This is an optimization exercise on Yosys and OpenROAD, whose aim is small area and a short achievable clock period, not a production implementation. No activity file was given, so power comes from the tool's default toggle rates.

== run 5 ==
==> flow/design.v <==
module kps_core #(
    parameter [7:0]  SENTINEL        = 8'hA5,
    parameter [3:0]  P_POS           = 4'b1001,
    parameter [3:0]  P_NEG           = 4'b0110,
    parameter [16:0] INIT_TICKS_FAST = 17'd50,
    parameter [16:0] INIT_TICKS_SLOW = 17'd1000
) (
    input  wire        clk,
    input  wire        rst,           
    input  wire        rx_valid,
    input  wire [39:0] rx_frame,
    output wire        rx_ready,
    input  wire        tick_fast,
    input  wire        tick_slow,
    output wire [3:0]  legs,
    output reg         tx_valid,
    output wire [39:0] tx_frame
);
    localparam [9:0]  DEF_FAST = INIT_TICKS_FAST * 10;
    localparam [13:0] DEF_SLOW = INIT_TICKS_SLOW / 10;
    reg        rdy;                   
    reg        op_start, op_rb_f, op_rb_s;
    reg        sel_f, sel_s, tx_ch;   
    reg        set_f, set_s;          
    reg [9:0]  per_f;
    reg [13:0] per_s;
    reg [7:0]  flg_f, flg_s;
    reg        run_mode;
    reg [1:0]  phase;
    reg        stop_req;
    reg        pos, neg;              
    reg        arm_f, arm_s;
    reg [9:1]  cnt_f;                 
    reg [3:0]  pre_s;                 
    reg [13:0] cnt_s;                 
    assign rx_ready = rdy;
    assign legs     = {pos, neg, neg, pos};
    assign tx_frame = {({8{sel_f}} & flg_f) | ({8{sel_s}} & flg_s),
                       2'b00,
                       ({4{sel_s}} & per_s[13:10]),
                       ({10{sel_f}} & per_f) | ({10{sel_s}} & per_s[9:0]),
                       7'h20, tx_ch, SENTINEL};
    wire [3:0]  rx_op  = rx_frame[15:12];
    wire        rx_ch  = rx_frame[8];
    wire [15:0] rx_val = rx_frame[31:16];
    wire        take   = rdy && rx_valid && rx_frame[7:0] == SENTINEL;
    wire        tk     = take && !rst;
    wire        we_f   = take && rx_op == 4'h1 && !rx_ch;
    wire        we_s   = take && rx_op == 4'h1 &&  rx_ch;
    wire        rx_stp = take && rx_op == 4'h3;
    function gt_const;
        input [15:0] x;
        input [15:0] k;
        integer i;
        reg r;
        begin
            r = 1'b0;
            for (i = 0; i < 16; i = i + 1)
                r = k[i] ? (x[i] & r) : (x[i] | r);
            gt_const = r;
        end
    endfunction
    wire        f_lo = !gt_const(rx_val, 16'd9);
    wire        f_hi = gt_const(rx_val, 16'd1000);
    wire        s_lo = rx_val == 16'd0;
    wire        s_hi = gt_const(rx_val, 16'd10000);
    wire [9:0]  new_f = ({10{!f_lo && !f_hi}} & rx_val[9:0]) |
                        ({10{f_lo}} & 10'd10) | ({10{f_hi}} & 10'd1000);
    wire [13:0] new_s = ({14{!s_lo && !s_hi}} & rx_val[13:0]) |
                        ({14{s_lo}} & 14'd1) | ({14{s_hi}} & 14'd10000);
    wire [9:0]  peff_f = set_f ? per_f : DEF_FAST;
    wire [13:0] peff_s = set_s ? per_s : DEF_SLOW;
    wire start_ok = op_start && !run_mode;
    wire run1     = run_mode || start_ok;
    wire stop1    = stop_req && !start_ok;
    wire arm_f1   = arm_f || start_ok;
    wire arm_s1   = arm_s || start_ok;
    wire [9:0]  base_f = {cnt_f, peff_f[0]};
    wire [13:0] base_s = cnt_s;
    wire [3:0]  bpre_s = pre_s;
    wire        lt15   = base_f < 10'd15;
    wire        wrap_s = bpre_s == 4'd9;
    wire        last_s = wrap_s && base_s == 14'd1;
    wire        el_f   = tick_fast && arm_f1 && lt15;
    wire        tk_s   = tick_slow && arm_s1;
    wire        el_s   = tk_s && last_s;
    wire        f_act  = el_f && run1;
    wire        s_act  = el_s && run1;
    wire        sstop  = s_act && stop1;
    wire        rearm  = s_act && !stop1;
    wire [9:0]  dec_f  = base_f - 10'd10;
    wire [9:0]  tck_f  = !arm_f1 ? base_f : lt15 ? peff_f : dec_f;
    reg  [9:0]  n_cnt_f;
    reg  [13:0] n_cnt_s;
    reg  [3:0]  n_pre_s;
    reg  [1:0]  n_phase;
    reg         n_pos, n_neg, n_arm_f;
    always @(*) begin
        if (s_act || !run1) n_cnt_f = peff_f;
        else if (tick_fast) n_cnt_f = tck_f;
        else                n_cnt_f = base_f;
        if (el_s || !run1) begin
            n_cnt_s = peff_s;
            n_pre_s = 4'd0;
        end else if (tk_s) begin
            n_cnt_s = wrap_s ? base_s - 14'd1 : base_s;
            n_pre_s = wrap_s ? 4'd0 : bpre_s + 4'd1;
        end else begin
            n_cnt_s = base_s;
            n_pre_s = bpre_s;
        end
        n_phase = start_ok ? 2'd0 : phase;
        n_pos   = pos;
        n_neg   = neg;
        n_arm_f = arm_f1;
        if (f_act) begin
            case (n_phase)
                2'd0: begin n_pos = 1'b1; n_neg = 1'b0; n_phase = 2'd1; end
                2'd1: begin n_pos = 1'b0; n_neg = 1'b1; n_phase = 2'd2; end
                default: begin n_pos = 1'b0; n_neg = 1'b0; n_arm_f = 1'b0; end
            endcase
        end
        if (s_act) begin
            n_phase = 2'd0;
            if (!stop1) n_arm_f = 1'b1;
        end
    end
    always @(posedge clk) begin
        rdy       <= !tk;
        op_start  <= tk && rx_op == 4'h2;
        op_rb_f   <= tk && rx_op == 4'h4 && !rx_ch;
        op_rb_s   <= tk && rx_op == 4'h4 &&  rx_ch;
        tx_valid  <= (op_rb_f || op_rb_s) && !rst;
        sel_f     <= op_rb_f && set_f;
        sel_s     <= op_rb_s && set_s;
        tx_ch     <= op_rb_s;
        if (we_f) begin
            per_f <= new_f;
            flg_f <= rx_frame[39:32];
        end
        if (we_s) begin
            per_s <= new_s;
            flg_s <= rx_frame[39:32];
        end
        cnt_f <= n_cnt_f[9:1];
        cnt_s <= n_cnt_s;
        pre_s <= n_pre_s;
        if (rst) begin
            set_f    <= 1'b0;
            set_s    <= 1'b0;
            run_mode <= 1'b0;
            phase    <= 2'd0;
            stop_req <= 1'b0;
            pos      <= 1'b0;
            neg      <= 1'b0;
            arm_f    <= 1'b0;
            arm_s    <= 1'b0;
        end else begin
            if (we_f) set_f <= 1'b1;
            if (we_s) set_s <= 1'b1;
            run_mode <= run1 && !sstop;
            phase    <= n_phase;
            stop_req <= (stop1 && !sstop) || rx_stp;
            pos      <= n_pos;
            neg      <= n_neg;
            arm_f    <= n_arm_f && !we_f;
            arm_s    <= arm_s1 && !sstop && !we_s;
        end
    end
endmodule
==> flow/config.mk <==
export PLATFORM = sky130hd
export DESIGN_NAME = kps_core
export DESIGN_NICKNAME = kps_core
export VERILOG_FILES = /design/flow/design.v
export SDC_FILE = /design/flow/constraint.sdc
export NUM_CORES = 4
export LEC_CHECK = 0
export ABC_AREA = 1
export CAP_MARGIN = 20
export CORE_MARGIN = 2
export CORE_UTILIZATION = 40
export CTS_BUF_LIST = sky130_fd_sc_hd__clkbuf_8
export SETUP_SLACK_MARGIN = 5
export SLEW_MARGIN = 20
export TNS_END_PERCENT = 100
==> flow/constraint.sdc <==
create_clock -name core_clock -period 8.0 [get_ports {clk}]
set_input_delay 1.6000 -clock core_clock [delete_from_list [all_inputs] [get_ports {clk}]]
set_output_delay 1.6000 -clock core_clock [all_outputs]
set_load 0.01 [all_outputs]
standard.sh (not shown) runs the stock make flow with config.mk's settings and CLKGATE_MAP_FILE= SYNTH_SCRIPT=/design/flow/synth_recipe.tcl, a recipe that flattens the netlist after the stock synthesis.
==> flow/flow/run.sh <==
#!/bin/bash
# Standard ORFS layout (the standard.sh) with the standard synthesis; the
# port buffers use buf_1 instead of the delay cell buffer_ports picks by
# default (every port still gets its own buffer).
set -euo pipefail
bash standard.sh synth > synth.log 2>&1
bash standard.sh "BUFFER_PORTS_ARGS=-buffer_cell sky130_fd_sc_hd__buf_1"  finish > finish.log 2>&1
Edits applied to the flow inputs when going from run 5 to run 2:
- clearing ABC_AREA, which used to be 1
[summary]
- Run 2 | stages: all done | timing, DRC, antenna: all pass
- Sort run 2 and run 5 by tap cell count, ascending, and run 2 comes first.
- Run 2 vs. run 5: number of standard cells in the final layout excluding fillers lost 157; number of unique standard cell types used by synthesis +30; overall die area went down; slack of the critical path down 0.12 ns; met3 track demand over resource in global routing essentially unchanged.
- The total setup buffers inserted after CTS number comes out lower for run 5 vs run 2.
- Of run 2 and run 5, the higher relative contribution of the clock network to total power belongs to run 5.
- Run 2 ended up with or4_1 as its slowest stage cell on the critical path; run 5 ended up with nand2_1.
- The capture point of the worst path comes out cnt_f[3]$_DFFE_PP_ in one run and per_f[6]$_DFFE_PP_ in the other, namely in run 5 and run 2 respectively.
- The higher pre-CTS worst setup slack came out of run 5.
- Changes observed in run 2 relative to run 5: arrival time at the worst endpoint went up 0.24 ns; post-layout total power shows a reduction of 3.5%.
No functional check of the RTL was part of any run of this note.


kps_core, a different RTL version from the one above (not shown whole).
For scale: roughly 550 cells after synthesis, roughly 89 flip-flops, ~91 I/O pins, about 4700 um2 of cells after synthesis.
clock: 8.0 ns
lec_check: 0
abc_area: 1
cap_margin: 20
core_margin: 2
core_utilization: 40
setup_slack_margin: 5
slew_margin: 20
tns_end_percent: 100
==> flow/flow/run.sh <==
#!/bin/bash
set -euo pipefail
bash standard.sh synth > synth.log 2>&1
bash standard.sh SETUP_SLACK_MARGIN=5.6 finish > finish.log 2>&1
The baseline produced a clean layout.
Change:
==> flow/run.sh (new file) <==
#!/bin/bash
# synth_recipe.tcl (not shown) runs the flow's synth.tcl, then flattens the netlist and writes it again
# the make line also repeats each setting of config.mk as NAME=value (left out here)
make -C /OpenROAD-flow-scripts/flow DESIGN_CONFIG=/design/flow/config.mk WORK_HOME=/design/flow/orfs CLKGATE_MAP_FILE= SYNTH_SCRIPT=/design/flow/synth_recipe.tcl finish
removed: flow/flow/run.sh
removed: flow/standard.sh
After rerunning:
- The changed run completed with no timing, DRC or antenna violations
- cell count went down by a few percent
- global-route usage goes down by 1.5 points
- wire length goes down by roughly a tenth
Change:
SETUP_SLACK_MARGIN = 4.0   (was 5)
Core utilization came out lower by 2.1 points.
Die area does not change.
Wire length came out lower by about 6%.
Worst hold slack stays flat.
Total power came out lower by 1.1%.
Cell area came out lower by about 4%.
Clock skew came out higher by 0.0050 ns.
Synthesized area is unchanged.
Cell count came out lower by about 1.3%.
Count of clock-buffer cells in the layout came out higher by 1.
Change:
SETUP_SLACK_MARGIN = 4.5   (was 4.0)
After rerunning:
- The changed run finished clean
- worst hold slack is better by 0.0040 ns
- sequential share of layout area barely changes
- via count came out higher by 0.66%
- synthesized cell count is unchanged
- flip-flop and latch count does not change
- final cell count stays the same
- critical path depth does not change
Function was not checked in any run of this note: the RTL went through the layout flow alone.

## port drivers added, routing unchanged
The results above use ideal ports. As a check the final layouts listed here were re-extracted and re-timed, cells and wires unchanged.
Step 1 assumes that a clkbuf_16 drives the clock port and a buf_2 every other input.
Step 2, shift: input delay + t, output delay - t, t = (earliest + latest rising clock arrival at the registers) / 2. This alone moves slack from input paths to output paths.
Three values: no drivers, after step 1, after step 2; two values: the first two.
run | t (ns) | setup slack, ns | worst slew at a driven data input, ns | pins driven straight from the clock port
run 5 | 0.383 | 5.158 / 5.127 / 4.785 | 0.03 | 1
run 2 | 0.383 | 5.037 / 5.044 / 4.662 | 0.04 | 1
the first run of note 2 | 0.370 | 5.193 / 5.153 / 4.934 | 0.06 | 1
the second run of note 2 | 0.376 | 5.042 / 5.006 / 4.668 | 0.04 | 1
the third run of note 2 | 0.372 | 4.404 / 4.365 / 4.435 | 0.05 | 1
the fourth run of note 2 | 0.372 | 4.673 / 4.634 / 4.437 | 0.05 | 1
After both steps every run listed still meets setup and hold. For run 2, which loses most, drivers alone change the setup slack by +0.007 ns; drivers and shift together by -0.375 ns.
